This is an optimization exercise on Yosys and OpenROAD, whose aim is small area, a short achievable clock period and few clock cycles, not a production implementation.
At most, simulation tests tie the RTL to the original design; equivalence was not proved.
Only the layout flow was run in runs 1 to 6; the RTL was not checked for function there.
Power is estimated from default activity; no workload was simulated.

==> design/flow/design.v <==
module obd_rx (
    input  wire        clk,
    input  wire        rst,
    input  wire        start,
    input  wire [1:0]  proto,     
    input  wire [7:0]  pid,
    input  wire [7:0]  mode,
    input  wire [7:0]  cap,       
    input  wire [17:0] per,       
    output wire        idle,
    input  wire        e_valid,
    output wire        e_ready,
    input  wire [31:0] e_time,
    input  wire        e_end,     
    output reg         o_valid,
    output reg  [7:0]  o_data,
    output reg         done,
    output reg  [7:0]  status,
    output reg  [7:0]  count,     
    output reg  [6:0]  nbytes,    
    output reg         framing    
);
    localparam [7:0] ST_OK         = 8'h00;
    localparam [7:0] ST_NACK       = 8'h01;
    localparam [7:0] ST_ERR_TIMING = 8'h10;
    localparam [7:0] ST_ERR_SHORT  = 8'h11;
    localparam [7:0] ST_ERR_SID    = 8'h12;
    localparam [7:0] ST_ERR_PID    = 8'h13;
    localparam [7:0] ST_ERR_TRUNC  = 8'h14;
    localparam [7:0] ST_ERR_PROTO  = 8'h15;
    reg        busy;      
    reg        rx;        
    reg [1:0]  r_proto;
    reg [7:0]  r_pid;
    reg [7:0]  r_mode;
    reg [6:0]  r_cap;     
    reg [17:0] r_per;
    reg [19:0] m3;        
    reg [20:0] m5;        
    reg [20:0] m7;        
    reg [21:0] m9;        
    reg [21:0] h9;        
    reg        dv;
    reg        de;
    reg        sel;       
    reg [22:0] eA;        
    reg [22:0] eB;
    reg [30:0] th9;       
    reg        act;       
    reg        stop;      
    reg [30:0] sh9;       
    reg [9:0]  samp;      
    reg        fresh;     
    reg        ps;        
    reg [2:0]  h;
    reg [6:0]  pn;        
    reg        st0;       
    reg [3:0]  dsx;       
    reg [2:0]  nmin;      
    reg        nack;
    reg        sid_ok;
    reg        pid_ok;
    reg [7:0]  hb;        
    reg [1:0]  tag;       
    reg        trunc;     
    reg [3:0]  lhi;       
    reg [6:0]  rem;       
    reg [6:0]  cnt;       
    assign idle    = ~busy;
    assign e_ready = rx;
    wire        take = rx & e_valid;
    wire [30:0] e_a  = e_time[30:0] - sh9;
    wire [30:0] e_b  = e_time[30:0] - th9;
    wire        en  = sel ? eB[22] : eA[22];
    wire [21:0] el  = sel ? eB[21:0] : eA[21:0];
    function past;
        input [21:0] x;
        input [21:0] m;
        reg   [22:0] s;
        begin
            s    = {1'b0, x} + {1'b0, m};
            past = s[22];
        end
    endfunction
    wire [9:0] therm;
    assign therm[9] = ~en;
    assign therm[8] = ~en | past(el, {4'd0, r_per});
    assign therm[7] = ~en | past(el, {3'd0, r_per, 1'b0});
    assign therm[6] = ~en | past(el, {2'd0, m3});
    assign therm[5] = ~en | past(el, {2'd0, r_per, 2'b0});
    assign therm[4] = ~en | past(el, {1'd0, m5});
    assign therm[3] = ~en | past(el, {1'd0, m3, 1'b0});
    assign therm[2] = ~en | past(el, {1'd0, m7});
    assign therm[1] = ~en | past(el, {1'd0, r_per, 3'b0});
    assign therm[0] = ~en | past(el, m9);
    wire        newc     = dv & ~stop & (~act | therm[9]);
    wire        fin_edge = dv & act & ~stop & therm[9];
    wire        fin_end  = de & act & ~stop;
    wire        fin      = fin_edge | fin_end;
    wire        good     = ~fresh & ~samp[0] & samp[9];
    wire [9:0]  sv       = fresh ? 10'd0 : samp;
    wire [6:0]  n1       = nbytes + 7'd1;
    wire        st_e  = fin_end & good;
    wire        st    = ps | st_e;
    wire [7:0]  b     = samp[8:1];
    wire [6:0]  pi    = pn;                             
    wire        is_m3     = (r_mode == 8'd3);
    wire        ok_so_far = (r_proto != 2'd0) & ~nack & sid_ok & (~(r_mode == 8'd1) | pid_ok);
    wire [7:0]  cb    = is_m3 ? b : hb;
    wire        cv_ok = (is_m3 | (pi != 7'd0)) & ok_so_far;
    wire        at_ds = (pi == {3'd0, dsx});
    wire [11:0] llen  = {lhi, cb};
    wire [6:0]  lim_s = ({3'd0, cb[3:0]} < r_cap) ? {3'd0, cb[3:0]} : r_cap;
    wire [6:0]  lim_l = (llen < {5'd0, r_cap}) ? llen[6:0] : r_cap;
    wire        p_short = at_ds & (cb[7:4] == 4'h0);
    wire        p_long  = at_ds & (cb[7:4] == 4'h1);
    wire        p_plain = at_ds & (cb[7:4] != 4'h0) & (cb[7:4] != 4'h1);
    wire        p_len   = ~at_ds & (tag == 2'd3);
    wire        p_emit  = p_plain ? (r_cap != 7'd0)
                        : (~at_ds & (tag == 2'd1 || tag == 2'd2) & (rem != 7'd0));
    wire        at_h    = st & (pi == {4'd0, h});
    wire        at_h1   = st & (pi == {4'd0, h} + 7'd1);
    wire        pv      = st & cv_ok;
    wire        nack_f  = at_h ? (b == 8'h7F) : nack;
    wire        sid_f   = at_h ? (b == r_mode + 8'h40) : sid_ok;
    wire        pid_f   = at_h1 ? (b == r_pid) : pid_ok;
    wire        trunc_f = pv ? (p_long | (trunc & ~p_len)) : trunc;
    wire [6:0]  nf      = st_e ? n1 : nbytes;
    wire [6:0]  cnt_f   = cnt + {6'd0, pv & p_emit};
    always @(posedge clk) begin
        dv      <= take & ~e_end;
        de      <= take & e_end;
        ps      <= fin_edge & good;
        o_valid <= pv & p_emit;
        done    <= de;
        if (rst) begin
            busy    <= 1'b0;
            rx      <= 1'b0;
            dv      <= 1'b0;
            de      <= 1'b0;
            ps      <= 1'b0;
            o_valid <= 1'b0;
            done    <= 1'b0;
        end else begin
            if (start & ~busy)
                busy <= 1'b1;
            if (st0)
                rx   <= 1'b1;
            if (take & e_end)
                rx <= 1'b0;
            if (de)
                busy <= 1'b0;
        end
    end
    always @(posedge clk) begin
        eA      <= {e_a[30], e_a[21:0]};
        eB      <= {e_b[30], e_b[21:0]};
        sel     <= newc;
        m3      <= {2'd0, r_per} + {1'd0, r_per, 1'b0};
        m5      <= {3'd0, r_per} + {1'd0, r_per, 2'b0};
        m7      <= {r_per, 3'b0} - {3'd0, r_per};
        m9      <= {4'd0, r_per} + {1'd0, r_per, 3'b0};
        h9      <= {4'd0, r_per} + {1'd0, r_per, 3'b0} + {5'd0, r_per[17:1]};
        if (take)
            th9 <= e_time[30:0] + {9'd0, h9};
        st0 <= start & ~busy;
        if (start & ~busy) begin
            r_proto <= proto;
            r_pid   <= pid;
            r_mode  <= mode;
            r_cap   <= (cap > 8'd64) ? 7'd64 : cap[6:0];
            r_per   <= per;
        end
        if (st0) begin
            pn      <= 7'd0;
            nbytes  <= 7'd0;
            framing <= 1'b0;
            act     <= 1'b0;
            stop    <= 1'b0;
            nack    <= 1'b0;
            sid_ok  <= 1'b0;
            pid_ok  <= 1'b0;
            tag     <= 2'd0;
            trunc   <= 1'b0;
            cnt     <= 7'd0;
            rem     <= 7'd0;
            h       <= 3'd0;
            dsx     <= 4'd15;
            nmin    <= 3'd0;
        end
        if (newc) begin
            sh9   <= th9;
            fresh <= 1'b1;
            act   <= 1'b1;
        end else if (dv & ~stop) begin
            samp  <= (sv & therm) | ({10{~sv[9]}} & ~therm);
            fresh <= 1'b0;
        end
        if (fin) begin
            if (~good) begin
                framing <= 1'b1;
                stop    <= 1'b1;
            end else begin
                nbytes <= n1;
                if (n1 == 7'd64)
                    stop <= 1'b1;
            end
        end
        if (st) begin
            pn     <= pn + 7'd1;
            hb     <= b;
            nack   <= nack_f;
            sid_ok <= sid_f;
            pid_ok <= pid_f;
            if (pi == 7'd0) begin
                if (r_proto == 2'd1)
                    h <= 3'd3;
                else
                    h <= 3'd1 + (b[7] ? 3'd2 : 3'd0) + ((b[5:0] == 6'd0) ? 3'd1 : 3'd0);
            end
            if (pi == 7'd1) begin
                dsx  <= {1'b0, h} + (is_m3 ? 4'd1 : ((r_pid != 8'd0) | (r_mode == 8'd1)) ? 4'd3 : 4'd2);
                nmin <= h + 3'd1 + (is_m3 ? 3'd0 : (r_pid == 8'd0) ? 3'd1 : 3'd2);
            end
        end
        if (pv) begin
            if (p_short) begin
                tag <= 2'd2;
                rem <= lim_s;
            end
            if (p_long) begin
                tag <= 2'd3;
                lhi <= cb[3:0];
            end
            if (p_plain) begin
                tag <= 2'd1;
                rem <= r_cap;
            end
            if (p_len) begin
                tag <= 2'd2;
                rem <= lim_l;
            end
            trunc <= trunc_f;
            if (p_emit) begin
                o_data <= cb;
                cnt    <= cnt_f;
                rem    <= (p_plain ? r_cap : rem) - 7'd1;
            end
        end
        if (de) begin
            count <= 8'hFF;
            if (r_proto == 2'd0)
                status <= ST_ERR_PROTO;
            else if (nf < 7'd3)
                status <= ST_ERR_TIMING;
            else if (nf < {4'd0, nmin})
                status <= ST_ERR_SHORT;
            else if (nack_f) begin
                status <= ST_NACK;
                count  <= 8'd0;
            end else if (~sid_f)
                status <= ST_ERR_SID;
            else if (r_mode == 8'd1 && ~pid_f)
                status <= ST_ERR_PID;
            else if (trunc_f)
                status <= ST_ERR_TRUNC;
            else begin
                status <= ST_OK;
                count  <= {1'b0, cnt_f};
            end
        end
    end
endmodule
==> design/flow/flow/run.sh <==
#!/bin/bash
# Standard layout, with timing repair aiming below the clock period and
# small port buffers (the repair upsizes those that need it).
export SETUP_SLACK_MARGIN=6.5
export BUFFER_PORTS_ARGS="-buffer_cell sky130_fd_sc_hd__buf_1"
bash standard.sh > standard.log 2>&1
==> design/flow/standard.sh <==
#!/bin/bash
# synth_recipe.tcl (not shown) runs the flow's synth.tcl, then flattens the netlist and writes it again
# the make line also repeats each setting of config.mk as NAME=value (left out here)
make -C /OpenROAD-flow-scripts/flow DESIGN_CONFIG=/design/flow/config.mk WORK_HOME=/design/flow/orfs CLKGATE_MAP_FILE= SYNTH_SCRIPT=/design/flow/synth_recipe.tcl "${@:-finish}"
==> design/flow/config.mk <==
export PLATFORM = sky130hd
export DESIGN_NAME = obd_rx
export DESIGN_NICKNAME = obd_rx
export VERILOG_FILES = /design/flow/design.v
export SDC_FILE = /design/flow/constraint.sdc
export NUM_CORES = 4
export LEC_CHECK = 0
export ABC_AREA = 1
export CAP_MARGIN = 20
export CORE_MARGIN = 2
export CORE_UTILIZATION = 70
export CTS_BUF_LIST = sky130_fd_sc_hd__clkbuf_4 sky130_fd_sc_hd__clkbuf_8
export CTS_CLUSTER_SIZE = 30
export SLEW_MARGIN = 20
==> design/flow/constraint.sdc <==
create_clock -name core_clock -period 10.0 [get_ports {clk}]
set_input_delay 2.0000 -clock core_clock [delete_from_list [all_inputs] [get_ports {clk}]]
set_output_delay 2.0000 -clock core_clock [all_outputs]
set_load 0.01 [all_outputs]
==> results of run 1 <==
[cell usage after synthesis (7+ instances only)]
library cell / n / area share, %
inv_2: 7 / 0.11
a31oi_1: 16 / 0.43
o21ai_1: 8 / 0.17
nand2_1: 522 / 8.4
nor2_1: 162 / 2.6
clkbuf_1: 20 / 0.32
ha_1: 350 / 19
nor3_1: 33 / 0.71
o21bai_1: 10 / 0.32
fa_1: 8 / 0.69
edfxtp_1: 157 / 20
a21o_1: 8 / 0.26
nor3b_1: 7 / 0.23
o21ai_0: 136 / 2.9
xor2_1: 125 / 4.7
inv_1: 291 / 4.7
o221ai_1: 10 / 0.38
o211ai_1: 20 / 0.64
nand3_1: 137 / 2.9
o21a_1: 10 / 0.32
a211oi_1: 9 / 0.29
xnor2_1: 61 / 2.3
nor4_1: 16 / 0.43
a21oi_1: 262 / 5.6
nand3b_1: 9 / 0.29
nor2_2: 7 / 0.19
nand2_2: 14 / 0.38
nand4_1: 58 / 1.6
dfxtp_1: 190 / 16
[state kept, by name, summed over array words and instances, names as in the netlist, 8 cells and up]
register	count
o_data	8
m5	19
samp	10
m7	19
th9	31
h9	22
r_per	18
eA	23
m3	16
eB	23
r_mode	8
r_pid	8
sh9	31
m9	22
hb	8
[per-layer routing]
metal	share of wire (%)	GRT usage, %
met1	40	44.0
met2	48	59.6
met3	6.9	5.27
met4	5.2	17.4
met5	0	0
[cell type report]
type,count,area share (%)
Inverter,302,4.39
Clock buffer,84,3.87
Timing Repair inverter,1,0.0329
Multi-Input combinational cell,2060,53.6
Tap cell,442,2.08
Sequential cell,347,32.0
Clock inverter,21,0.577
Timing Repair Buffer,175,3.52
[worst paths after layout]
path              endpoint  cells after the start
setup / recovery   th9[30]                      9
hold / removal     sh9[23]                      0
setup reg to reg    h9[20]                     23
hold reg to reg    sh9[23]                      0
[report_power, final]
| part | switching, uW | total (uW) | internal (uW) |
|---|---|---|---|
| logic | 1010 | 1640 | 635 |
| clock network | 589 | 1300 | 713 |
| registers | 120 | 1820 | 1700 |
| total | 1720 | 4770 | 3050 |
[timing repair]
action	CTS	global route
endpoints found under the setup margin	82	49
buffers inserted	26	29
pin swaps	12	25
cloned	1	0
resized for setup	36	71
endpoints found under the hold margin	0	0
[through the flow]
step	total power, uW	worst slack (ns)	util (%)	cells
detailed placement	3320	5.51	75.4	3270
finish	4770	6.34	81.7	3432
global route	5010	6.29	81.7	3432
CTS	4630	6.51	80.0	3402
global placement	3250	5.60	75.4	3270
floorplan	2900	6.29	-	2741
[kinds of logic (layout without fill, tap and decap cells)]
| family | after synthesis | after routing | synth area share [%] |
|---|---|---|---|
| xor+xnor | 186 | 186 | 6.99 |
| flops | 347 | 347 | 36.6 |
| compound gates | 523 | 523 | 12.6 |
| buf+inv | 334 | 583 | 5.58 |
| other cells | 1 | 4 | 0.0161 |
| fa+ha+maj | 358 | 358 | 19.5 |
| simple gates | 987 | 987 | 18.7 |
| mux | 2 | 2 | 0.0859 |
==> reports/metrics.yaml, run 1 <==
row_count: 66
power.static_leakage_uw: 0.0119
async_reset_ff_share_pct: 0
slew-limit-headroom_pct: 37.7
ir_worst_vdd_mv: 0.190
crit_chain: "buf_1 -> ha_2 -> nand2_1 -> o31ai_4 -> nand3_2 -> nand3_4 -> nor3b_4 -> nand4_1 -> xnor2_1"
post_dp_cell_area_sq_mm: 0.0246
cts_buffers: 56
seq_area_frac_synth_pct: 36.6
startpoint: "e_time[3]"
grt-ovfl-total: 0
synth_area_per_cell_sq_um: 8.51
final_cell_mix: "503 x nand2_1, 317 x ha_1, 285 x inv_1"
drt_iter0_markers: 1920
critPathSlowestCell: "ha_2"
cts_sinks: 347
wl_per_cell_microns: 18.8
synth_area_sq_mm: 0.0233
track_usage_pct: 35.2
worstHoldStart: "th9[23]"
period_needed_ns: 3.66
num-fill-cells: 2061
fin_area_sq_mm: 0.0267
clk_pin_slew_worst_paths_ns: 0.07
first_global_vias: 20000
path_buf_inv: 1
ys.flop_type: "dfxtp_1"
final_nets: 3382
setup_viol: 0
layout-drive-gt1-share_pct: 11.5
start_kind: "input pin"
cp_slowest_stage_delay_ns: 0.43
fin_crit_sh_pct: 36.6
r2r_start: "r_per[3]"
design.core.area_sq_mm: 0.0326
initial_core_util_pct: 71.4
h-tree-depth: 2
critPathCaptureType: "register"
num_vias: 20900
grt_setup_unrepaired: "yes"
drt_wl_total_mm: 64.6
grt_max_degree: 45
synth-seq-cells: 347
path_max_fanout: 5
viasPerCell: 6.08
grt_pass1_wl_mm: 99.5
hold_ws_ns: 0.457
remaining_drc_errors: 0
fin_setup_tns_ns: 0
antenna_found_initial: 0
dieArea_sq_mm: 0.0348
status: "finished clean"
ant_nets: 0
fin_worst_skew_ns: 0.0246
fmax_mhz: 273
cts_tree: "built"
area_delta_synth_final_pct: 14.4
cp_top_family: "simple AND/OR/NAND/NOR gates"
rrSetupSlack_ns: 6.55
hold_buffers: 0
yosysWarningCount: 1
finalMaxSlewViolations: 0
cts_buffer_depth: 3
dieWidth_microns: 186
netlist-cell-type-count: 65
worstPathRequired_ns: 10.37
dp_hpwl_mm: 46.0
insertedDiodeCount: 0
synth_edf_count: 157
worstSetupPathType: "input pin to register"
dr.pass1.iters: 6
cp.arrival_ns: 4.02
final_common_cell: "nand2_1"
fp.dieH_microns: 186
cts_root_buffer: "clkbuf_8"
gp_congestion: 0.977
multiInputGateArea_sq_mm: 0.0143
min_path_type: "register to register"
syn_inst: 2738
tightestPinTransition_ns: 0.924
power_density_mw_per_mm2: 179
ios: 117
clock_latency_ns: 0.62
max-cap-violations: 0
final-hold-violation-count: 0
area.sequential_sq_mm: 0.00852
port_buffers: 111
==> run 2: changes to the inputs <==
--- a/design/flow/design.v
+++ b/design/flow/design.v
@@ -76,10 +76,13 @@
     function past;
         input [21:0] x;
         input [21:0] m;
-        reg   [22:0] s;
+        reg          c;
+        integer      i;
         begin
-            s    = {1'b0, x} + {1'b0, m};
-            past = s[22];
+            c = 1'b0;
+            for (i = 0; i < 22; i = i + 1)
+                c = (x[i] & m[i]) | (c & (x[i] | m[i]));
+            past = c;
         end
     endfunction
     wire [9:0] therm;
==> design/flow/flow/run.sh (replaced) <==
#!/bin/bash
# Standard layout, with timing repair aiming below the clock period and
# small port buffers (the repair upsizes those that need it).
export SETUP_SLACK_MARGIN=6.5
export BUFFER_PORTS_ARGS="-buffer_cell sky130_fd_sc_hd__buf_2"
bash standard.sh > standard.log 2>&1
--- a/design/flow/config.mk
+++ b/design/flow/config.mk
@@ -8,7 +8,6 @@
 export ABC_AREA = 1
 export CAP_MARGIN = 20
 export CORE_MARGIN = 2
-export CORE_UTILIZATION = 70
-export CTS_BUF_LIST = sky130_fd_sc_hd__clkbuf_4 sky130_fd_sc_hd__clkbuf_8
-export CTS_CLUSTER_SIZE = 30
+export CORE_UTILIZATION = 60
+export CTS_BUF_LIST = sky130_fd_sc_hd__clkbuf_8
 export SLEW_MARGIN = 20
==> reports/metrics.yaml, run 2 <==
status: "finished clean"
slew-limit-headroom_pct: 38.9
remaining_drc_errors: 0
max-cap-violations: 0
fin_crit_sh_pct: 43.7
netlist-cell-type-count: 78
async_reset_ff_share_pct: 0
final_nets: 3131
fp.dieH_microns: 192
min_path_type: "register to register"
synth_most_common_cell: "nand2_1"
syn_inst: 2526
clock_latency_ns: 0.67
synth_area_sq_mm: 0.0212
setup.worst_path.end: "th9[30]"
worstSetupPathType: "input pin to register"
final-hold-violation-count: 0
cp.arrival_ns: 4.77
p_switching_uw: 1560
synth_edf_count: 157
synth_top_area_cell: "edfxtp_1"
reg_top3: "sh9 x31, th9 x31"
fmax_mhz: 229
power.static_leakage_uw: 0.0122
area_delta_synth_final_pct: 22.9
pwr-share-seq_pct: 38.4
wl_per_cell_microns: 16.3
final_cell_mix: "436 x nand2_1, 348 x inv_1, 190 x nand3_1"
r2r-end: "h9[20]"
drt_iter0_markers: 1074
grt_max_degree: 45
num-fill-cells: 2549
rrSetupSlack_ns: 6.22
grt-ovfl-total: 0
gp_congestion: 0.889
area.sequential_sq_mm: 0.00852
tightestPinTransition_ns: 0.907
seq_area_frac_synth_pct: 40.2
fin_cells: 3364
design.core.area_sq_mm: 0.0347
numPlacedInstances: 3060
ys.flop_type: "dfxtp_1"
drt_wl_total_mm: 54.9
finalMaxSlewViolations: 0
layout-drive-gt1-share_pct: 24.7
track_usage_pct: 29.0
cts_tree: "built"
hold_ws_ns: 0.437
fin_util_pct: 75.1
antenna_found_initial: 1
port_buffers: 111
first_global_vias: 17600
dieArea_sq_mm: 0.0369
startpoint: "e_time[0]"
cts_buffers: 59
fin_worst_skew_ns: 0.0263
cts_buffer_depth: 3
path_max_fanout: 2
dieWidth_microns: 192
setup_viol: 0
final_common_cell: "nand2_1"
ant_nets: 0
setup_slack_ns: 5.63
grt_pass1_wl_mm: 85.1
worstPathRequired_ns: 10.41
synth-seq-cells: 347
period_needed_ns: 4.37
swShare_pct: 33.1
num_vias: 18400
initial_core_util_pct: 61.1
synth_top_area_share_pct: 22.2
critPathCaptureType: "register"
r2r_start: "r_per[3]"
cts_sinks: 347
r2r_cells: 20
synth_area_leaders: "edfxtp_1 22%, dfxtp_1 18%, ha_1 11%"
ir_worst_vdd_mv: 0.230
power_frac_comb_pct: 33.2
viasPerCell: 5.46
hold_buffers: 0
fin_setup_tns_ns: 0
multiInputGateArea_sq_mm: 0.0120
cellInternalPower_uw: 3140
start_kind: "input pin"
cts_root_buffer: "clkbuf_8"
dr.pass1.iters: 5
synth_area_per_cell_sq_um: 8.40
clkPwrFrac_pct: 28.4
clk_pin_slew_worst_paths_ns: 0.07
row_count: 68
grt_setup_unrepaired: "yes"
yosysWarningCount: 1
power_density_mw_per_mm2: 180
dp_worst_setup_slack_ns: 4.68
ios: 117
synth_common_cells: "464 x nand2_1, 342 x inv_1, 202 x nand3_1"
dp_hpwl_mm: 36.8
h-tree-depth: 2
run 2: changes by cell type after synthesis, moves of 15 or more:
cell / delta
inv_1: +51
ha_1: -165
nand4_1: -41
or2_2: +51
o22ai_1: +31
o21ai_1: +29
nand2_1: -58
a21oi_1: -92
nor2_1: -42
nand3_1: +65
nor3_1: -15
o21ai_0: -61
run 2: per-stage QoR:
step	cell area [sq um]	power (uW)
final	26100	4700
after global routing	26100	4960
after CTS	24900	4500
after detailed placement	22400	2990
after global placement	22400	2950
after floorplan	21400	2710
run 2: worst min-delay path by stage:
| stage | startpoint | to | slack [ns] | cells past startpoint |
|---|---|---|---|---|
| after floorplan | th9[10] | sh9[10] | 0.43 | 0 |
| after global placement | th9[6] | sh9[6] | 0.43 | 0 |
| after detailed placement | th9[11] | sh9[11] | 0.43 | 0 |
| after CTS | th9[7] | sh9[7] | 0.44 | 0 |
| after global routing | th9[17] | sh9[17] | 0.45 | 0 |
| final | th9[7] | sh9[7] | 0.44 | 0 |
run 2: repair_timing:
action,CTS,global route
setup buffers,118,71
resized for setup,97,149
gates cloned,2,0
pin swaps,99,110
endpoints found under the setup margin,67,77
run 2: cell type report:
type	instances	area share (%)
inverter	369	5.37
multi-input combinational	1768	46.1
clock buffer	75	3.96
timing repair buffer	312	8.85
sequential	347	32.7
tap	455	2.18
antenna	1	0.00960
clock inverter	37	0.802
run 2: cell families (layout without fill, tap and decap cells):
kind of cell / count (synthesis) / count (layout) / synth area share (%)
adders and majority gates: 193 / 193 / 11.7
other: 1 / 5 / 0.0177
and+or+nand+nor: 941 / 943 / 20.0
buffers and inverters: 416 / 793 / 7.88
AOI/OAI and AO/OA: 436 / 436 / 12.2
DFF: 347 / 347 / 40.2
xor gates and xnor gates: 190 / 190 / 7.95
muxes: 2 / 2 / 0.0944
run 2: worst max-delay path: stages:
cell,delay (ns)
buf_8,0.08
ha_4,0.14
inv_2,0.04
fa_2,0.39
inv_2,0.06
a21o_1,0.14
a21oi_2,0.07
o21ai_2,0.16
nand3_2,0.10
nand2_2,0.10
nand3_2,0.07
nand2_2,0.08
nand4_1,0.09
nand2_2,0.10
inv_2,0.04
nor3_2,0.12
nor2_2,0.08
o221ai_2,0.19
nand3_2,0.15
nor3b_4,0.24
nand2_1,0.09
nor2_1,0.12
xor2_1,0.08
run 2: routing by layer:
layer	track usage, %	wire length (microns)
met5	0	0
met4	7.19	1070
met3	4.73	3390
met2	48.8	26100
met1	39.0	24300
run 2: power groups by stage:
stage                     logic, uW  clock network, uW  registers (uW)
final                          1560               1330            1800
after global routing           1730               1410            1820
after CTS                      1360               1340            1800
after detailed placement       1160                  0            1830
after global placement         1120                  0            1830
after floorplan                 925                  0            1790
==> run 3: changes to the inputs <==
--- a/design/flow/config.mk
+++ b/design/flow/config.mk
@@ -5,7 +5,7 @@
 export SDC_FILE = /design/flow/constraint.sdc
 export NUM_CORES = 4
 export LEC_CHECK = 0
-export ABC_AREA = 1
+export ABC_AREA = 0
 export CAP_MARGIN = 20
 export CORE_MARGIN = 2
 export CORE_UTILIZATION = 60
==> reports/metrics.yaml, run 3 <==
critPathSlowestCell: "fa_2"
start_kind: "input pin"
design.core.area_sq_mm: 0.0363
ys.flop_type: "dfxtp_1"
drt_iter0_markers: 1611
setup_viol: 0
rrSetupSlack_ns: 5.96
fin_setup_tns_ns: 0
track_usage_pct: 31.8
status: "finished clean"
yosysWarningCount: 1
antenna_found_initial: 1
fmax_mhz: 215
port_buffers: 111
reg_top3: "sh9 x31, th9 x31"
dieWidth_microns: 196
min_path_type: "register to register"
cts_buffers: 58
gp_congestion: 0.893
h-tree-depth: 2
r2r_start: "sel"
async_reset_ff_share_pct: 0
grt_max_degree: 45
grt_pass1_wl_mm: 97.9
ir_worst_vdd_mv: 0.187
hold_buffers: 0
worstSetupPathType: "input pin to register"
first_global_vias: 19400
cts_sinks: 347
worstHoldStart: "th9[12]"
dr.pass1.iters: 9
seq_area_frac_synth_pct: 38.7
final_common_cell: "inv_1"
r2r_cells: 15
r2r-end: "samp[2]"
layout-drive-gt1-share_pct: 29.4
grt-ovfl-total: 0
final-hold-violation-count: 0
clk_pin_slew_worst_paths_ns: 0.06
worstPathRequired_ns: 10.54
post_dp_cell_area_sq_mm: 0.0233
synth_most_common_cell: "nor2_1"
final_nets: 3080
clock_latency_ns: 0.68
remaining_drc_errors: 0
crit_cells: 19
crit_path_frequent_cell: "o21ai_2"
cp_top_family: "compound AO/OA/AOI/OAI gates"
wl_per_cell_microns: 21.0
dp_hpwl_mm: 39.0
netlist-cell-type-count: 82
max-cap-violations: 0
critPathCaptureType: "register"
synth_edf_count: 157
syn_inst: 2424
final_cell_mix: "215 x inv_1, 213 x nor2_1, 187 x dfxtp_1"
synth_area_leaders: "edfxtp_1 21%, dfxtp_1 17%, ha_1 11%"
viasPerCell: 6.23
tightestPinTransition_ns: 0.937
crit_chain: "buf_12 -> buf_12 -> inv_12 -> ha_4 -> fa_2 -> nor2b_2 -> o21ai_2 -> a21boi_2 -> o21ai_2 -> a21boi_2 -> o21ai_2 -> a21boi_2 -> o21ai_2 -> a211o_1 -> o21ai_4 -> o41ai_4 -> o211ai_1 -> nand3_1 -> nor3b_2"
num_vias: 20700
synth_area_sq_mm: 0.0220
hold_depth: 0
fin_crit_sh_pct: 46.5
cts_tree: "built"
path_max_fanout: 2
period_needed_ns: 4.65
cp_slowest_stage_delay_ns: 0.41
dieArea_sq_mm: 0.0382
cts_buffer_depth: 3
area_delta_synth_final_pct: 29.8
num-fill-cells: 2314
synth_area_per_cell_sq_um: 9.08
finalMaxSlewViolations: 0
power_density_mw_per_mm2: 171
hold_end: "sh9[12]"
fin_worst_skew_ns: 0.0268
cts_root_buffer: "clkbuf_8"
synth_top_area_cell: "edfxtp_1"
drt_wl_total_mm: 69.8
ios: 117
slew-limit-headroom_pct: 37.6
power.static_leakage_uw: 0.0120
cp.arrival_ns: 5.19
grt_setup_unrepaired: "yes"
synth_top_area_share_pct: 21.4
fp.dieH_microns: 196
synth_common_cells: "230 x nor2_1, 207 x inv_1, 190 x dfxtp_1"
fin_area_sq_mm: 0.0286
synth-seq-cells: 347
row_count: 70
initial_core_util_pct: 60.5
ant_nets: 0
path_buf_inv: 3
==> run 3: cell count changes after synthesis, sizes merged, moves of 34 or more <==
cell	change
a21boi	+34
a21oi	-43
clkbuf	+34
inv	-156
nand2	-325
nand3	-133
nor2	+104
nor2b	+36
o21ai	+54
or2	-60
xnor2	+52
xor2	-93
==> run 3: final cells by class <==
cell class	instances	area [sq um]	area share, %
Clock buffer	72	991	3.47
Inverter	210	842	2.95
Clock inverter	36	179	0.626
Antenna cell	1	2.50	0.00876
Timing Repair Buffer	385	3120	10.9
Tap cell	468	586	2.05
Sequential cell	347	8520	29.8
Multi-Input combinational cell	1804	14300	50.2
==> run 3: layer usage <==
metal / part of all wire (%) / global-route usage (%) / vias up
met3: 5.8 / 4.72 / 387
met5: 0 / 0 / -
met1: 37 / 35.5 / 9834
met2: 50 / 58.4 / 904
li1: - / - / 9587
met4: 7.2 / 16.6 / 0
==> run 3: stage by stage <==
stage / util [%] / std cells / hold slack (ns) / setup WS (ns) / total power (uW)
6_report: 78.6 / 3323 / 0.452 / 5.35 / 4890
5_1_grt: 78.6 / 3322 / 0.455 / 5.29 / 5100
4_1_cts: 74.0 / 3240 / 0.441 / 5.43 / 4600
3_5_place_dp: 64.2 / 2947 / 0.436 / 4.34 / 3090
3_3_place_gp: 64.2 / 2947 / 0.430 / 4.53 / 3040
2_1_floorplan: - / 2427 / 0.424 / 5.32 / 2780
==> run 3: how the worst max path moves through the flow <==
stage	from	endpoint	slack (ns)
2_1_floorplan	e_time[1]	th9[28]	5.32
3_3_place_gp	e_time[1]	th9[30]	4.53
3_5_place_dp	e_time[1]	th9[26]	4.34
4_1_cts	e_time[0]	th9[26]	5.43
5_1_grt	e_time[0]	eB[22]	5.29
6_report	e_time[0]	eB[22]	5.35
==> run 3: repair_timing <==
item                       4_1_cts  5_1_grt
gates cloned                     7        2
pin swaps                      200      211
setup endpoints to repair      128      107
setup buffers                  178       80
gates resized for setup        232      251
==> run 3: power by group <==
| part | internal, uW | switching (uW) | total (uW) |
|---|---|---|---|
| Clock | 673 | 617 | 1290 |
| Sequential | 1690 | 146 | 1830 |
| Combinational | 815 | 956 | 1770 |
==> run 3: cell families after synthesis <==
logic type      share of synthesized area, %
xor+xnor                                5.93
flops                                   38.7
mux                                     3.09
fa+ha+maj                               12.4
compound gates                          19.8
simple gates                            15.0
buf+inv                                 5.08
other cells                           0.0170
==> run 4: changes to the inputs <==
--- a/design/flow/design.v
+++ b/design/flow/design.v
@@ -39,7 +39,11 @@
     reg [20:0] m5;        
     reg [20:0] m7;        
     reg [21:0] m9;        
+    reg [18:0] p15;       
     reg [21:0] h9;        
+    reg        iv;
+    reg        ie;
+    reg [30:0] it;
     reg        dv;
     reg        de;
     reg        sel;       
@@ -69,8 +73,8 @@
     assign idle    = ~busy;
     assign e_ready = rx;
     wire        take = rx & e_valid;
-    wire [30:0] e_a  = e_time[30:0] - sh9;
-    wire [30:0] e_b  = e_time[30:0] - th9;
+    wire [30:0] e_a  = it - sh9;
+    wire [30:0] e_b  = it - th9;
     wire        en  = sel ? eB[22] : eA[22];
     wire [21:0] el  = sel ? eB[21:0] : eA[21:0];
     function past;
@@ -131,24 +135,28 @@
     wire [6:0]  nf      = st_e ? n1 : nbytes;
     wire [6:0]  cnt_f   = cnt + {6'd0, pv & p_emit};
     always @(posedge clk) begin
-        dv      <= take & ~e_end;
-        de      <= take & e_end;
+        iv      <= take & ~e_end;
+        ie      <= take & e_end;
+        dv      <= iv;
+        de      <= ie;
         ps      <= fin_edge & good;
         o_valid <= pv & p_emit;
         done    <= de;
         if (rst) begin
             busy    <= 1'b0;
             rx      <= 1'b0;
+            iv      <= 1'b0;
+            ie      <= 1'b0;
             dv      <= 1'b0;
             de      <= 1'b0;
             ps      <= 1'b0;
             o_valid <= 1'b0;
             done    <= 1'b0;
         end else begin
-            if (start & ~busy)
+            if (start & ~busy) begin
                 busy <= 1'b1;
-            if (st0)
                 rx   <= 1'b1;
+            end
             if (take & e_end)
                 rx <= 1'b0;
             if (de)
@@ -163,9 +171,10 @@
         m5      <= {3'd0, r_per} + {1'd0, r_per, 2'b0};
         m7      <= {r_per, 3'b0} - {3'd0, r_per};
         m9      <= {4'd0, r_per} + {1'd0, r_per, 3'b0};
-        h9      <= {4'd0, r_per} + {1'd0, r_per, 3'b0} + {5'd0, r_per[17:1]};
-        if (take)
-            th9 <= e_time[30:0] + {9'd0, h9};
+        h9      <= {1'd0, r_per, 3'b0} + {3'd0, p15};
+        it      <= e_time[30:0];
+        if (iv)
+            th9 <= it + {9'd0, h9};
         st0 <= start & ~busy;
         if (start & ~busy) begin
             r_proto <= proto;
@@ -173,6 +182,7 @@
             r_mode  <= mode;
             r_cap   <= (cap > 8'd64) ? 7'd64 : cap[6:0];
             r_per   <= per;
+            p15     <= {1'b0, per} + {2'b0, per[17:1]};
         end
         if (st0) begin
             pn      <= 7'd0;
--- a/design/flow/config.mk
+++ b/design/flow/config.mk
@@ -5,7 +5,7 @@
 export SDC_FILE = /design/flow/constraint.sdc
 export NUM_CORES = 4
 export LEC_CHECK = 0
-export ABC_AREA = 0
+export ABC_AREA = 1
 export CAP_MARGIN = 20
 export CORE_MARGIN = 2
 export CORE_UTILIZATION = 60
==> reports/metrics.yaml, run 4 <==
design.core.area_sq_mm: 0.0378
final_common_cell: "nand2_1"
synth_area_sq_mm: 0.0232
critPathCaptureType: "register"
r2r_cells: 24
worstSetupPathType: "input pin to register"
synth-seq-cells: 402
power.static_leakage_uw: 0.0125
first_global_vias: 18300
ant_nets: 0
netlist-cell-type-count: 66
layout-drive-gt1-share_pct: 17.4
fmax_mhz: 244
ir_worst_vdd_mv: 0.173
clk_pin_slew_worst_paths_ns: 0.06
synth_top_area_share_pct: 22.8
crit_path_frequent_cell: "a21oi_2"
final-hold-violation-count: 0
ys.flop_type: "dfxtp_1"
cts_sinks: 402
wl_per_cell_microns: 15.5
dp_worst_setup_slack_ns: 5.27
initial_core_util_pct: 61.2
remaining_drc_errors: 0
antenna_found_initial: 3
h-tree-depth: 3
max-cap-violations: 0
rrSetupSlack_ns: 6.66
grt-ovfl-total: 0
ios: 117
fin_cells: 3505
status: "finished clean"
synth_top_area_cell: "edfxtp_1"
numPlacedInstances: 3286
fin_setup_tns_ns: 0
cts_root_buffer: "clkbuf_8"
grt_setup_unrepaired: "yes"
start_kind: "input pin"
critPathSlowestCell: "fa_2"
setup.worst_path.end: "p15[16]"
use_met3_pct: 4.16
synth_most_common_cell: "nand2_1"
async_reset_ff_share_pct: 0
fin_crit_sh_pct: 41.0
r2r-end: "m3[19]"
reg_top3: "it x31, sh9 x31, th9 x31"
row_count: 71
final_cell_mix: "492 x nand2_1, 354 x inv_1, 223 x dfxtp_1"
synth_common_cells: "505 x nand2_1, 333 x inv_1, 226 x dfxtp_1"
dieArea_sq_mm: 0.0402
synth_edf_count: 176
yosysWarningCount: 1
dieWidth_microns: 200
path_max_fanout: 2
grt_pass1_wl_mm: 86.4
drt_iter0_markers: 1125
cts_buffers: 69
cp.arrival_ns: 4.47
r2r_start: "r_per[2]"
setup_slack_ns: 5.90
crit_chain: "buf_8 -> ha_4 -> inv_4 -> fa_2 -> o21ai_2 -> a21oi_2 -> o21bai_2 -> nand3_2 -> nand2_2 -> a21oi_2 -> o21bai_1 -> nand3_1 -> nor2_2 -> nor2_1 -> nor2_2 -> nor2_1 -> inv_1 -> a21oi_2 -> xor2_1"
track_usage_pct: 26.4
synth_area_leaders: "edfxtp_1 23%, dfxtp_1 20%, ha_1 11%"
worstPathRequired_ns: 10.37
num-fill-cells: 3008
synth_area_per_cell_sq_um: 8.56
seq_area_frac_synth_pct: 42.4
totalPowerFinal_uw: 4460
grt_busiest_layer: "met2"
met2_usage_pct: 43.4
dr.pass1.iters: 5
cts_buffer_depth: 3
min_path_type: "register to register"
startpoint: "per[0]"
period_needed_ns: 4.10
gp_congestion: 0.887
dp_hpwl_mm: 38.4
clock_latency_ns: 0.64
port_buffers: 111
num_vias: 19000
cp_slowest_stage_delay_ns: 0.37
syn_inst: 2706
worstHoldStart: "p15[1]"
slew-limit-headroom_pct: 40.5
finalMaxSlewViolations: 0
cts_tree: "built"
drt_wl_total_mm: 54.3
setup_viol: 0
fin_worst_skew_ns: 0.0324
viasPerCell: 5.42
fp.dieH_microns: 200
final_nets: 3236
met1_usage_pct: 35.9
tightestPinTransition_ns: 0.892
power_density_mw_per_mm2: 167
area_delta_synth_final_pct: 15.4
hold_depth: 0
grt_max_degree: 65
==> run 4: cell types whose count changed after synthesis, moves of 36 or more <==
cell     before  now
inv_2         0   38
nand3_1      72  214
nand2_1     159  505
or2_2         7   54
xnor2_1     111   50
nor2_1      230  139
xor2_1       38  152
nor2b_1      36    0
o21ai_0     166   76
inv_1       207  333
a21oi_1     131  188
dfxtp_1     190  226
==> run 4: what timing repair did <==
action                     CTS  global route
resized for setup           20            99
hold buffers                 0             0
setup endpoints to repair   78            55
setup buffers               63            29
pin swaps                   20            34
==> run 4: final cells by class <==
type / instances / area [sq um] / share of cell area (%)
repair buffers: 209 / 1460 / 5.45
inverters: 376 / 1440 / 5.39
clock inverters: 45 / 248 / 0.927
flip-flops and latches: 402 / 9820 / 36.7
well taps: 511 / 639 / 2.39
clock buffers: 79 / 1090 / 4.07
multi-input cells: 1881 / 12000 / 45.0
diodes: 2 / 5.00 / 0.0187
==> run 4: power breakdown <==
group | internal [uW] | total [uW] | switching, uW | leakage, uW
Sequential | 1890 | 1980 | 88.7 | 0.00351
Clock | 775 | 1450 | 672 | 0.000790
Combinational | 429 | 1040 | 609 | 0.00821
Total | 3090 | 4460 | 1370 | 0.0125
==> run 4: metrics by stage <==
stage | area, sq um | hold slack, ns | util [%]
5_1_grt | 26700 | 0.360 | 70.6
6_report | 26700 | 0.347 | 70.6
3_3_place_gp | 24200 | 0.329 | 64.0
2_1_floorplan | 23200 | 0.323 | -
3_5_place_dp | 24200 | 0.329 | 64.0
4_1_cts | 26100 | 0.351 | 69.0
==> run 4: logic make-up (layout without fill, tap and decap cells) <==
group                    after synthesis  in the layout  share of synthesized area [%]
XOR/XNOR                             202            202                           7.64
flip-flops                           402            402                           42.4
other                                  1              6                         0.0162
buffers and inverters                426            709                           7.25
adder cells (fa/ha/maj)              216            216                           12.0
AND/OR/NAND/NOR                     1018           1018                           19.6
AO/OA/AOI/OAI                        441            441                           11.1
==> run 4: metal layers <==
metal  part of all wire, %  vias to the layer above
met2                    46                      519
met3                   5.6                      105
li1                      -                     9513
met1                    46                     8875
met4                   2.3                        0
met5                     0                        -
==> run 4: how the worst min path moves through the flow <==
stage	end
after floorplan	h9[0]
after global placement	h9[1]
after detailed placement	h9[1]
after CTS	h9[1]
after global routing	h9[1]
final	h9[1]
==> run 4: critical path, delay by kind of cell <==
family | cells | cell delay [ns]
AND/OR/NAND/NOR | 7 | 0.84
AO/OA/AOI/OAI | 6 | 0.77
XOR/XNOR | 1 | 0.14
buffers and inverters | 3 | 0.18
adder cells (fa/ha/maj) | 2 | 0.51
==> run 5: changes to the inputs <==
--- a/design/flow/design.v
+++ b/design/flow/design.v
@@ -80,13 +80,10 @@
     function past;
         input [21:0] x;
         input [21:0] m;
-        reg          c;
-        integer      i;
+        reg   [22:0] s;
         begin
-            c = 1'b0;
-            for (i = 0; i < 22; i = i + 1)
-                c = (x[i] & m[i]) | (c & (x[i] | m[i]));
-            past = c;
+            s    = {1'b0, x} + {1'b0, m};
+            past = s[22];
         end
     endfunction
     wire [9:0] therm;
==> reports/metrics.yaml, run 5 <==
status: "finished clean"
grt_setup_unrepaired: "yes"
path_buf_inv: 1
clkPwrFrac_pct: 32.1
viasPerCell: 5.69
synth_edf_count: 176
fp.dieH_microns: 210
seq_area_frac_synth_pct: 38.5
row_count: 75
min_path_type: "register to register"
cp_slowest_stage_delay_ns: 0.54
cts_buffer_depth: 3
post_dp_cell_area_sq_mm: 0.0267
fin_crit_sh_pct: 33.7
drt_iter0_markers: 1359
fin_worst_skew_ns: 0.0299
final_cell_mix: "547 x nand2_1, 367 x ha_1, 309 x inv_1"
ant_nets: 0
drt_wl_total_mm: 65.4
power.static_leakage_uw: 0.0130
synth_common_cells: "550 x nand2_1, 371 x ha_1, 296 x inv_1"
cp.arrival_ns: 3.75
max-cap-violations: 0
fin_setup_tns_ns: 0
grt_max_degree: 39
yosysWarningCount: 1
finalMaxSlewViolations: 0
critPathCaptureType: "register"
cts_buffers: 70
synth_top_area_cell: "edfxtp_1"
start_kind: "register"
dr.pass1.iters: 7
clk_pin_slew_worst_paths_ns: 0.06
crit_chain: "nor3_4 -> nand2_2 -> nor3_4 -> nand2_8 -> o21ai_4 -> nand2_4 -> clkinv_8 -> ha_1 -> ha_1 -> nand3_1 -> nor2_1 -> nand2_1 -> xor2_1 -> nand2_1 -> nand3_1"
ys.flop_type: "dfxtp_1"
design.core.area_sq_mm: 0.0419
synth_area_sq_mm: 0.0255
final_common_cell: "nand2_1"
slew-limit-headroom_pct: 30.0
critPathSlowestCell: "nor3_4"
period_needed_ns: 3.37
dieWidth_microns: 210
ios: 117
worstPathRequired_ns: 10.37
insertedDiodeCount: 0
tightestPinTransition_ns: 1.05
synth-seq-cells: 402
grt_pass1_wl_mm: 104
pwr-share-seq_pct: 42.6
num_vias: 21000
track_usage_pct: 29.7
final_nets: 3557
netlist-cell-type-count: 65
dieArea_sq_mm: 0.0442
final-hold-violation-count: 0
synth_area_leaders: "edfxtp_1 21%, ha_1 18%, dfxtp_1 18%"
reg_top3: "it x31, sh9 x31, th9 x31"
setup_viol: 0
grt-ovfl-total: 0
worstSetupPathType: "register to register"
cellInternalPower_uw: 3130
gp_congestion: 1.02
fmax_mhz: 296
syn_inst: 2922
p_switching_uw: 1530
synth_top_area_share_pct: 20.7
port_buffers: 111
clock_latency_ns: 0.66
area_delta_synth_final_pct: 11.0
remaining_drc_errors: 0
path_max_fanout: 21
cts_root_buffer: "clkbuf_8"
antenna_found_initial: 0
synth_area_per_cell_sq_um: 8.72
dp_hpwl_mm: 49.1
cp_top_family: "simple AND/OR/NAND/NOR gates"
synth_most_common_cell: "nand2_1"
initial_core_util_pct: 60.8
swShare_pct: 32.8
first_global_vias: 20600
async_reset_ff_share_pct: 0
ir_worst_vdd_mv: 0.143
layout-drive-gt1-share_pct: 9.93
wl_per_cell_microns: 17.7
power_frac_comb_pct: 25.2
fin_area_sq_mm: 0.0283
power_density_mw_per_mm2: 165
cts_sinks: 402
h-tree-depth: 3
cts_tree: "built"
==> run 5: cell count changes after synthesis, moves of 27 or more <==
cell,before,now
nand3_1,214,155
ha_1,206,371
a21oi_1,188,283
nand4_1,19,60
o21ai_0,76,129
nand2_1,505,550
nor2_1,139,166
inv_2,38,11
inv_1,333,296
o21ai_1,40,13
or2_2,54,3
==> run 5: timing repair <==
| action | CTS | global route |
|---|---|---|
| resized for setup | 4 | 15 |
| endpoints found under the setup margin | 52 | 27 |
| buffers inserted | 1 | 6 |
| pin swaps | 1 | 3 |
| gates cloned | 0 | 1 |
| endpoints found under the hold margin | 0 | 0 |
| hold buffers | 0 | 0 |
==> run 5: cell type report <==
cell class	instances	area (sq um)
multi-input combinational	2179	14500
fill	3524	13700
sequential	402	9810
inverter	309	1180
clock buffer	80	1100
timing repair buffer	132	726
tap	539	674
clock inverter	49	298
timing repair inverter	1	7.51
==> run 5: stage by stage <==
| step | setup slack [ns] | hold slack [ns] | power (uW) | util (%) | cells |
|---|---|---|---|---|---|
| floorplan | 6.37 | 0.323 | 2830 | - | 2925 |
| global placement | 6.06 | 0.330 | 3130 | 63.8 | 3554 |
| detailed placement | 5.98 | 0.334 | 3170 | 63.8 | 3554 |
| CTS | 6.36 | 0.346 | 4680 | 67.1 | 3684 |
| global route | 6.31 | 0.350 | 4930 | 67.4 | 3691 |
| finish | 6.63 | 0.342 | 4660 | 67.4 | 3691 |
==> run 5: worst paths after layout <==
kind | startpoint | end | slack, ns | cells past startpoint
max | pn[4] | count[6] | 6.63 | 15
min | p15[0] | h9[0] | 0.34 | 0
min reg2reg | p15[0] | h9[0] | 0.34 | 0
max reg2reg | pn[4] | count[6] | 6.63 | 15
==> run 5: power by group through the flow <==
stage                     Combinational, uW  Sequential (uW)  Clock (uW)
after global routing                   1330             2000        1600
after floorplan                         846             1980           0
after detailed placement               1150             2020           0
after global placement                 1110             2020           0
after CTS                              1160             1990        1530
final                                  1180             1990        1500
==> run 5: worst register-to-register path, stage by stage (launching register included) <==
cell	delay (ns)
edfxtp_1	0.49
nor3_4	0.27
nand2_2	0.10
nor3_4	0.54
nand2_8	0.21
o21ai_4	0.23
nand2_4	0.14
clkinv_8	0.13
ha_1	0.20
ha_1	0.20
nand3_1	0.12
nor2_1	0.11
nand2_1	0.07
xor2_1	0.16
nand2_1	0.07
nand3_1	0.08
==> run 5: per-layer routing <==
metal / routed length [microns] / part of all wire, % / track usage [%]
met3: 3960 / 6.0 / 5.51
met2: 31600 / 48 / 51.6
met1: 28100 / 43 / 37.2
met5: 0 / 0 / 0
met4: 1800 / 2.7 / 10.2
==> run 5: kinds of logic after synthesis <==
family	after synthesis	share of synthesized area [%]
buf+inv	344	5.22
simple gates	1048	18.3
other cells	1	0.0147
xor+xnor	196	6.76
fa+ha+maj	381	19.0
mux	3	0.118
compound gates	547	12.1
flops	402	38.5
==> run 6: changes to the inputs <==
--- a/design/flow/design.v
+++ b/design/flow/design.v
@@ -39,11 +39,7 @@
     reg [20:0] m5;        
     reg [20:0] m7;        
     reg [21:0] m9;        
-    reg [18:0] p15;       
     reg [21:0] h9;        
-    reg        iv;
-    reg        ie;
-    reg [30:0] it;
     reg        dv;
     reg        de;
     reg        sel;       
@@ -57,7 +53,7 @@
     reg        fresh;     
     reg        ps;        
     reg [2:0]  h;
-    reg [6:0]  pn;        
+    reg [3:0]  pn;        
     reg        st0;       
     reg [3:0]  dsx;       
     reg [2:0]  nmin;      
@@ -69,21 +65,23 @@
     reg        trunc;     
     reg [3:0]  lhi;       
     reg [6:0]  rem;       
-    reg [6:0]  cnt;       
     assign idle    = ~busy;
     assign e_ready = rx;
     wire        take = rx & e_valid;
-    wire [30:0] e_a  = it - sh9;
-    wire [30:0] e_b  = it - th9;
+    wire [30:0] e_a  = e_time[30:0] - sh9;
+    wire [30:0] e_b  = e_time[30:0] - th9;
     wire        en  = sel ? eB[22] : eA[22];
     wire [21:0] el  = sel ? eB[21:0] : eA[21:0];
     function past;
         input [21:0] x;
         input [21:0] m;
-        reg   [22:0] s;
+        reg          c;
+        integer      i;
         begin
-            s    = {1'b0, x} + {1'b0, m};
-            past = s[22];
+            c = 1'b0;
+            for (i = 0; i < 22; i = i + 1)
+                c = (x[i] & m[i]) | (c & (x[i] | m[i]));
+            past = c;
         end
     endfunction
     wire [9:0] therm;
@@ -107,12 +105,12 @@
     wire        st_e  = fin_end & good;
     wire        st    = ps | st_e;
     wire [7:0]  b     = samp[8:1];
-    wire [6:0]  pi    = pn;                             
+    wire [3:0]  pi    = pn;                             
     wire        is_m3     = (r_mode == 8'd3);
     wire        ok_so_far = (r_proto != 2'd0) & ~nack & sid_ok & (~(r_mode == 8'd1) | pid_ok);
     wire [7:0]  cb    = is_m3 ? b : hb;
-    wire        cv_ok = (is_m3 | (pi != 7'd0)) & ok_so_far;
-    wire        at_ds = (pi == {3'd0, dsx});
+    wire        cv_ok = (is_m3 | (pi != 4'd0)) & ok_so_far;
+    wire        at_ds = (pi == dsx);
     wire [11:0] llen  = {lhi, cb};
     wire [6:0]  lim_s = ({3'd0, cb[3:0]} < r_cap) ? {3'd0, cb[3:0]} : r_cap;
     wire [6:0]  lim_l = (llen < {5'd0, r_cap}) ? llen[6:0] : r_cap;
@@ -122,38 +120,34 @@
     wire        p_len   = ~at_ds & (tag == 2'd3);
     wire        p_emit  = p_plain ? (r_cap != 7'd0)
                         : (~at_ds & (tag == 2'd1 || tag == 2'd2) & (rem != 7'd0));
-    wire        at_h    = st & (pi == {4'd0, h});
-    wire        at_h1   = st & (pi == {4'd0, h} + 7'd1);
+    wire        at_h    = st & (pi == {1'b0, h});
+    wire        at_h1   = st & (pi == {1'b0, h} + 4'd1);
     wire        pv      = st & cv_ok;
     wire        nack_f  = at_h ? (b == 8'h7F) : nack;
     wire        sid_f   = at_h ? (b == r_mode + 8'h40) : sid_ok;
     wire        pid_f   = at_h1 ? (b == r_pid) : pid_ok;
     wire        trunc_f = pv ? (p_long | (trunc & ~p_len)) : trunc;
     wire [6:0]  nf      = st_e ? n1 : nbytes;
-    wire [6:0]  cnt_f   = cnt + {6'd0, pv & p_emit};
+    wire [6:0]  cnt_f   = count[6:0] + {6'd0, pv & p_emit};
     always @(posedge clk) begin
-        iv      <= take & ~e_end;
-        ie      <= take & e_end;
-        dv      <= iv;
-        de      <= ie;
+        dv      <= take & ~e_end;
+        de      <= take & e_end;
         ps      <= fin_edge & good;
         o_valid <= pv & p_emit;
         done    <= de;
         if (rst) begin
             busy    <= 1'b0;
             rx      <= 1'b0;
-            iv      <= 1'b0;
-            ie      <= 1'b0;
             dv      <= 1'b0;
             de      <= 1'b0;
             ps      <= 1'b0;
             o_valid <= 1'b0;
             done    <= 1'b0;
         end else begin
-            if (start & ~busy) begin
+            if (start & ~busy)
                 busy <= 1'b1;
+            if (st0)
                 rx   <= 1'b1;
-            end
             if (take & e_end)
                 rx <= 1'b0;
             if (de)
@@ -168,10 +162,9 @@
         m5      <= {3'd0, r_per} + {1'd0, r_per, 2'b0};
         m7      <= {r_per, 3'b0} - {3'd0, r_per};
         m9      <= {4'd0, r_per} + {1'd0, r_per, 3'b0};
-        h9      <= {1'd0, r_per, 3'b0} + {3'd0, p15};
-        it      <= e_time[30:0];
-        if (iv)
-            th9 <= it + {9'd0, h9};
+        h9      <= {4'd0, r_per} + {1'd0, r_per, 3'b0} + {5'd0, r_per[17:1]};
+        if (take)
+            th9 <= e_time[30:0] + {9'd0, h9};
         st0 <= start & ~busy;
         if (start & ~busy) begin
             r_proto <= proto;
@@ -179,10 +172,9 @@
             r_mode  <= mode;
             r_cap   <= (cap > 8'd64) ? 7'd64 : cap[6:0];
             r_per   <= per;
-            p15     <= {1'b0, per} + {2'b0, per[17:1]};
         end
         if (st0) begin
-            pn      <= 7'd0;
+            pn      <= 4'd0;
             nbytes  <= 7'd0;
             framing <= 1'b0;
             act     <= 1'b0;
@@ -192,7 +184,7 @@
             pid_ok  <= 1'b0;
             tag     <= 2'd0;
             trunc   <= 1'b0;
-            cnt     <= 7'd0;
+            count   <= 8'd0;         
             rem     <= 7'd0;
             h       <= 3'd0;
             dsx     <= 4'd15;
@@ -217,18 +209,19 @@
             end
         end
         if (st) begin
-            pn     <= pn + 7'd1;
+            if (pn != 4'd15)
+                pn <= pn + 4'd1;
             hb     <= b;
             nack   <= nack_f;
             sid_ok <= sid_f;
             pid_ok <= pid_f;
-            if (pi == 7'd0) begin
+            if (pi == 4'd0) begin
                 if (r_proto == 2'd1)
                     h <= 3'd3;
                 else
                     h <= 3'd1 + (b[7] ? 3'd2 : 3'd0) + ((b[5:0] == 6'd0) ? 3'd1 : 3'd0);
             end
-            if (pi == 7'd1) begin
+            if (pi == 4'd1) begin
                 dsx  <= {1'b0, h} + (is_m3 ? 4'd1 : ((r_pid != 8'd0) | (r_mode == 8'd1)) ? 4'd3 : 4'd2);
                 nmin <= h + 3'd1 + (is_m3 ? 3'd0 : (r_pid == 8'd0) ? 3'd1 : 3'd2);
             end
@@ -253,7 +246,7 @@
             trunc <= trunc_f;
             if (p_emit) begin
                 o_data <= cb;
-                cnt    <= cnt_f;
+                count  <= {1'b0, cnt_f};
                 rem    <= (p_plain ? r_cap : rem) - 7'd1;
             end
         end
==> reports/metrics.yaml, run 6 <==
ir_worst_vdd_mv: 0.214
drt_iter0_markers: 1204
area_delta_synth_final_pct: 24.0
remaining_drc_errors: 0
numPlacedInstances: 3068
final_cell_mix: "462 x nand2_1, 354 x inv_1, 193 x dfxtp_1"
area.sequential_sq_mm: 0.00820
synth_area_leaders: "edfxtp_1 21%, dfxtp_1 19%, ha_1 11%"
viasPerCell: 5.48
dieWidth_microns: 191
grt_max_degree: 45
synth_edf_count: 143
final_nets: 3149
fin_cells: 3382
clkPwrFrac_pct: 28.2
fmax_mhz: 228
first_global_vias: 17700
num_vias: 18500
row_count: 68
power.static_leakage_uw: 0.0123
reg_top3: "sh9 x31, th9 x31"
h-tree-depth: 2
cellInternalPower_uw: 3160
fin_setup_tns_ns: 0
dp_hpwl_mm: 36.7
ios: 117
syn_inst: 2539
slew-limit-headroom_pct: 37.7
dieArea_sq_mm: 0.0364
antenna_found_initial: 0
worstHoldStart: "th9[14]"
grt_pass1_wl_mm: 84.6
async_reset_ff_share_pct: 0
seq_area_frac_synth_pct: 39.2
clk_pin_slew_worst_paths_ns: 0.06
clock_latency_ns: 0.66
crit_path_frequent_cell: "buf_6"
cts_root_buffer: "clkbuf_8"
wl_per_cell_microns: 16.3
yosysWarningCount: 1
start_kind: "input pin"
cts_tree: "built"
setup_viol: 0
status: "finished clean"
max-cap-violations: 0
synth-seq-cells: 338
power_frac_comb_pct: 34.6
hold_ws_ns: 0.447
ant_nets: 0
pwr-share-seq_pct: 37.2
drt_wl_total_mm: 55.1
worstSetupPathType: "input pin to register"
power_density_mw_per_mm2: 183
dr.pass1.iters: 5
grt-ovfl-total: 0
r2r_start: "r_per[4]"
min_path_type: "register to register"
cp_top_family: "buffers and inverters"
cp_slowest_stage_delay_ns: 0.22
multiInputGateArea_sq_mm: 0.0121
synth_top_area_share_pct: 20.5
gp_congestion: 0.867
finalMaxSlewViolations: 0
critPathSlowestCell: "fa_2"
netlist-cell-type-count: 65
fp.dieH_microns: 191
layout-drive-gt1-share_pct: 25.4
num-fill-cells: 2533
cp.arrival_ns: 4.78
worstPathRequired_ns: 10.39
synth_area_sq_mm: 0.0209
synth_area_per_cell_sq_um: 8.24
initial_core_util_pct: 60.7
final_common_cell: "nand2_1"
period_needed_ns: 4.38
critPathCaptureType: "register"
design.core.area_sq_mm: 0.0345
tightestPinTransition_ns: 0.924
cts_buffers: 59
cts_buffer_depth: 3
swShare_pct: 33.3
final-hold-violation-count: 0
port_buffers: 111
synth_top_area_cell: "edfxtp_1"
path_buf_inv: 17
path_max_fanout: 2
fin_worst_skew_ns: 0.0316
startpoint: "e_time[0]"
track_usage_pct: 28.9
cts_sinks: 338
p_switching_uw: 1580
ys.flop_type: "dfxtp_1"
fin_crit_sh_pct: 43.8
synth_most_common_cell: "nand2_1"
synth_common_cells: "496 x nand2_1, 357 x inv_1, 195 x dfxtp_1, 195 x nand3_1, 185 x ha_1"
grt_setup_unrepaired: "yes"
[run 6: cell count changes after synthesis, moves of 40 or more]
cell,before,now
nor2_1,166,101
o21ai_0,129,89
ha_1,371,185
nand2_1,550,496
nand4_1,60,17
a21oi_1,283,172
or2_2,3,67
nand3_1,155,195
inv_1,296,357
[run 6: path summary, 6_finish.rpt]
check        endpoint  slack [ns]  depth (start not counted)
min reg2reg   sh9[14]        0.45                          0
min           sh9[14]        0.45                          0
max            th9[8]        5.62                         25
max reg2reg    h9[20]        6.03                         23
[run 6: cell type report]
type | instances | area share, %
well taps | 455 | 2.19
inverters | 375 | 5.61
clock inverters | 44 | 1.21
repair inverters | 2 | 0.0530
diodes | 2 | 0.0193
clock buffers | 67 | 3.55
repair buffers | 318 | 9.03
flip-flops and latches | 338 | 31.6
multi-input cells | 1781 | 46.7
[run 6: power groups by stage]
stage	Combinational (uW)	Sequential, uW	Clock [uW]
final	1640	1760	1340
after global routing	1800	1780	1420
after CTS	1390	1760	1360
after detailed placement	1160	1790	0
after global placement	1120	1790	0
after floorplan	922	1750	0
[run 6: cell families after synthesis]
kind of cell               after synthesis  share of synthesized area (%)
xor gates and xnor gates               185                           7.81
AOI/OAI and AO/OA                      446                           12.8
other                                    1                         0.0179
DFF                                    338                           39.2
adders and majority gates              193                           11.8
and+or+nand+nor                        953                           20.3
buffers and inverters                  423                           8.01
[run 6: repair_timing]
action                     CTS  global route
gates cloned                 0             2
gates resized for setup    107           184
pin swaps                   63           135
setup endpoints to repair   77            78
hold buffers                 0             0
buffers inserted           120            79
[run 6: through the flow]
step	utilization [%]	instance area, sq um	setup WS [ns]	total power [uW]
after floorplan	-	21100	5.36	2670
after global placement	64.0	22100	4.66	2910
after detailed placement	64.0	22100	4.60	2950
after CTS	71.5	24600	5.55	4510
after global routing	75.3	25900	5.58	5000
final	75.3	26000	5.62	4740
[run 6: per-layer routing]
metal	GRT usage [%]	up-vias	share of wire (%)
met5	0	-	0
met4	7.16	0	1.6
met3	4.60	80	6.6
met2	48.2	549	48
met1	39.2	8768	44
li1	-	9152	-
==> run 7: changes to the inputs <==
--- a/design/flow/design.v
+++ b/design/flow/design.v
@@ -75,13 +75,10 @@
     function past;
         input [21:0] x;
         input [21:0] m;
-        reg          c;
-        integer      i;
+        reg   [22:0] s;
         begin
-            c = 1'b0;
-            for (i = 0; i < 22; i = i + 1)
-                c = (x[i] & m[i]) | (c & (x[i] | m[i]));
-            past = c;
+            s    = {1'b0, x} + {1'b0, m};
+            past = s[22];
         end
     endfunction
     wire [9:0] therm;
==> reports/metrics.yaml, run 7 <==
critPathSlowestCell: "edfxtp_1"
synth-seq-cells: 338
fp.dieH_microns: 200
num-fill-cells: 3101
path_max_fanout: 5
slew-limit-headroom_pct: 49.6
num_vias: 19800
power_density_mw_per_mm2: 176
crit_chain: "ha_2 -> inv_2 -> fa_2 -> o21ai_2 -> nand2_1 -> nand2_1 -> nand2_1 -> nand2_1 -> nand2_1 -> nand2_2 -> nand2_2 -> nand2_4 -> nand2_4 -> nand2_1 -> xor2_1 -> ha_2 -> a21oi_2 -> o21ai_1 -> a21oi_1 -> nand2_2 -> nand4_1 -> nand2_2 -> nand3b_1 -> nand2_1"
rrSetupSlack_ns: 6.57
drt_iter0_markers: 1213
synth_top_family_by_area: "adder cells"
dieArea_sq_mm: 0.0399
cp_slowest_stage_delay_ns: 0.43
ant_nets: 0
cellInternalPower_uw: 2980
synth_most_common_cell: "nand2_1"
final-hold-violation-count: 0
final_common_cell: "nand2_1"
met2_usage_pct: 48.9
hold_depth: 0
hold_end: "sh9[14]"
synth_common_cells: "493 x nand2_1, 350 x ha_1, 301 x inv_1"
totalPowerFinal_uw: 4620
tightestPinTransition_ns: 0.736
power_frac_comb_pct: 33.6
async_reset_ff_share_pct: 0
fin_setup_tns_ns: 0
power.static_leakage_uw: 0.0124
first_global_vias: 18800
synth_top_area_share_pct: 19.0
port_buffers: 111
gp_congestion: 0.921
hold_buffers: 0
worstHoldStart: "th9[14]"
start_kind: "register"
h-tree-depth: 2
grt-ovfl-total: 0
swShare_pct: 35.5
period_needed_ns: 3.43
fin_crit_sh_pct: 34.3
synth-simple-area-share_pct: 18.1
setup_slack_ns: 6.57
design.core.area_sq_mm: 0.0378
synth_compound_area_share_pct: 13.7
synth_area_leaders: "ha_1 19%, edfxtp_1 19%, dfxtp_1 17%"
crit_path_frequent_cell: "nand2_1"
clk_pin_slew_worst_paths_ns: 0.07
wl_per_cell_microns: 17.1
fin_worst_skew_ns: 0.0393
p_switching_uw: 1640
final_nets: 3371
setup_viol: 0
track_usage_pct: 29.9
ys.flop_type: "dfxtp_1"
cts_root_buffer: "clkbuf_8"
dp_worst_setup_slack_ns: 5.62
synthAdderAreaFrac_pct: 19.7
fin_util_pct: 69.8
synth_top_area_cell: "ha_1"
layout-drive-gt1-share_pct: 14.0
synth_edf_count: 143
cts_tree: "built"
critPathCaptureType: "register"
cts_buffers: 58
use_met3_pct: 3.73
yosysWarningCount: 1
pwr-share-seq_pct: 38.2
syn_inst: 2726
worstSetupPathType: "register to register"
synth_area_per_cell_sq_um: 8.44
grt_setup_unrepaired: "yes"
grt_pass1_wl_mm: 94.6
seq_area_frac_synth_pct: 35.6
drt_wl_total_mm: 59.7
grt_max_degree: 45
min_path_type: "register to register"
finalMaxSlewViolations: 0
synthMuxAreaShare_pct: 0.0870
dieWidth_microns: 200
status: "finished clean"
final_cell_mix: "480 x nand2_1, 327 x ha_1, 311 x inv_1"
cp_top_family: "simple AND/OR/NAND/NOR gates"
synth_xor_area_share_pct: 6.89
remaining_drc_errors: 0
area_delta_synth_final_pct: 14.5
grt_busiest_layer: "met2"
reg_top3: "sh9 x31, th9 x31"
dr.pass1.iters: 6
netlist-cell-type-count: 66
r2r_start: "r_per[3]"
ios: 117
clock_latency_ns: 0.67
fmax_mhz: 292
row_count: 71
path_buf_inv: 1
dp_hpwl_mm: 45.3
initial_core_util_pct: 60.9
max-cap-violations: 0
cp.arrival_ns: 3.98
viasPerCell: 5.66
antenna_found_initial: 0
worstPathRequired_ns: 10.55
insertedDiodeCount: 0
r2r_cells: 24
synth_area_sq_mm: 0.0230
hold_ws_ns: 0.425
clkPwrFrac_pct: 28.2
cts_buffer_depth: 3
cts_sinks: 338
met1_usage_pct: 39.4
r2r-end: "h9[20]"
ir_worst_vdd_mv: 0.146
run 7: worst max-delay path by stage:
stage,startpoint,end,slack [ns],cells after the start
finish,r_per[3],h9[20],6.57,24
detailed placement,e_time[0],eA[20],5.62,13
floorplan,e_time[0],eA[20],6.22,12
global placement,e_time[0],eA[20],5.64,13
global route,r_mode[6],count[6],6.35,25
CTS,r_per[3],h9[20],6.50,24
run 7: per-stage QoR:
step | instance area (sq um) | instances
2_1_floorplan | 23400 | 2729
3_3_place_gp | 24500 | 3335
3_5_place_dp | 24500 | 3335
4_1_cts | 26000 | 3471
5_1_grt | 26300 | 3491
6_report | 26300 | 3491
run 7: worst register-to-register path, cell delays in order, from the launching register on:
cell	delay (ns)
edfxtp_1	0.43
ha_2	0.21
inv_2	0.04
fa_2	0.38
o21ai_2	0.15
nand2_1	0.08
nand2_1	0.06
nand2_1	0.06
nand2_1	0.06
nand2_1	0.06
nand2_2	0.11
nand2_2	0.07
nand2_4	0.10
nand2_4	0.06
nand2_1	0.09
xor2_1	0.22
ha_2	0.35
a21oi_2	0.16
o21ai_1	0.07
a21oi_1	0.15
nand2_2	0.09
nand4_1	0.09
nand2_2	0.08
nand3b_1	0.09
nand2_1	0.06
run 7: cells by family (layout without fill, tap and decap cells):
family / count (synthesis) / after routing
AO/OA/AOI/OAI: 561 / 561
XOR/XNOR: 181 / 181
adder cells (fa/ha/maj): 358 / 358
buffers and inverters: 345 / 596
flip-flops: 338 / 338
multiplexers: 2 / 2
other: 1 / 4
AND/OR/NAND/NOR: 940 / 940
run 7: area by class of cell:
class                   instances  area (sq um)  share of cell area (%)
multi-input cells            2046         14000                    53.3
repair inverters                1          7.51                  0.0285
inverters                     317          1220                    4.65
repair buffers                170          1020                    3.88
clock buffers                  73          1000                    3.81
clock inverters                35           211                   0.803
flip-flops and latches        338          8200                    31.1
well taps                     511           639                    2.43
run 7: power by group through the flow:
stage	logic, uW	registers, uW	clock network (uW)
after detailed placement	1450	1810	0
after CTS	1490	1770	1330
after floorplan	1090	1760	0
after global routing	1740	1780	1390
after global placement	1400	1800	0
final	1550	1770	1310
run 7: timing repair:
action / 4_1_cts / 5_1_grt
gates resized for setup: 8 / 57
endpoints found under the setup margin: 21 / 39
setup buffers: 28 / 19
gates cloned: 0 / 1
pin swaps: 9 / 29
run 7: metal layers:
layer / wire length (microns) / vias to the layer above
met5: 0 / -
met4: 2510 / 0
met3: 3180 / 133
met2: 27300 / 579
met1: 26700 / 9223
li1: - / 9840
Testbench counts of run 7, summed over its fixed seeds: cycles 18,436.

## re-timing with driven ports
Ports are ideal in the flow. The routed layouts listed here were re-timed in OpenROAD.
Step 1 sets driving cells, clkbuf_16 on the clock port and buf_2 on the other inputs (assumed; they add their load-dependent delay and slew).
Step 2, shift: input delay + t, output delay - t, t = (earliest + latest rising clock arrival at the registers) / 2. This alone moves slack from input paths to output paths.
Three values: no drivers, after step 1, after step 2; two values: the first two.
run	t, ns	setup WS [ns]	hold WS [ns]
run 1	0.666	6.342 / 6.366 / 5.700	0.457 / 0.457 / 0.457
run 2	0.708	5.634 / 5.632 / 4.924	0.437 / 0.437 / 0.437
run 3	0.726	5.350 / 5.344 / 4.618	0.452 / 0.452 / 0.452
run 4	0.683	5.899 / 5.888 / 5.204	0.347 / 0.347 / 0.347
run 5	0.701	6.626 / 6.626 / 6.015	0.342 / 0.342 / 0.342
run 6	0.694	5.617 / 5.627 / 4.934	0.447 / 0.447 / 0.447
run 7	0.702	6.574 / 6.574 / 5.882	0.425 / 0.425 / 0.425
After both steps setup and hold are still met in every run listed. The setup slack of run 3, which loses most, moves by -0.006 ns with the drivers and by -0.732 ns with both steps.
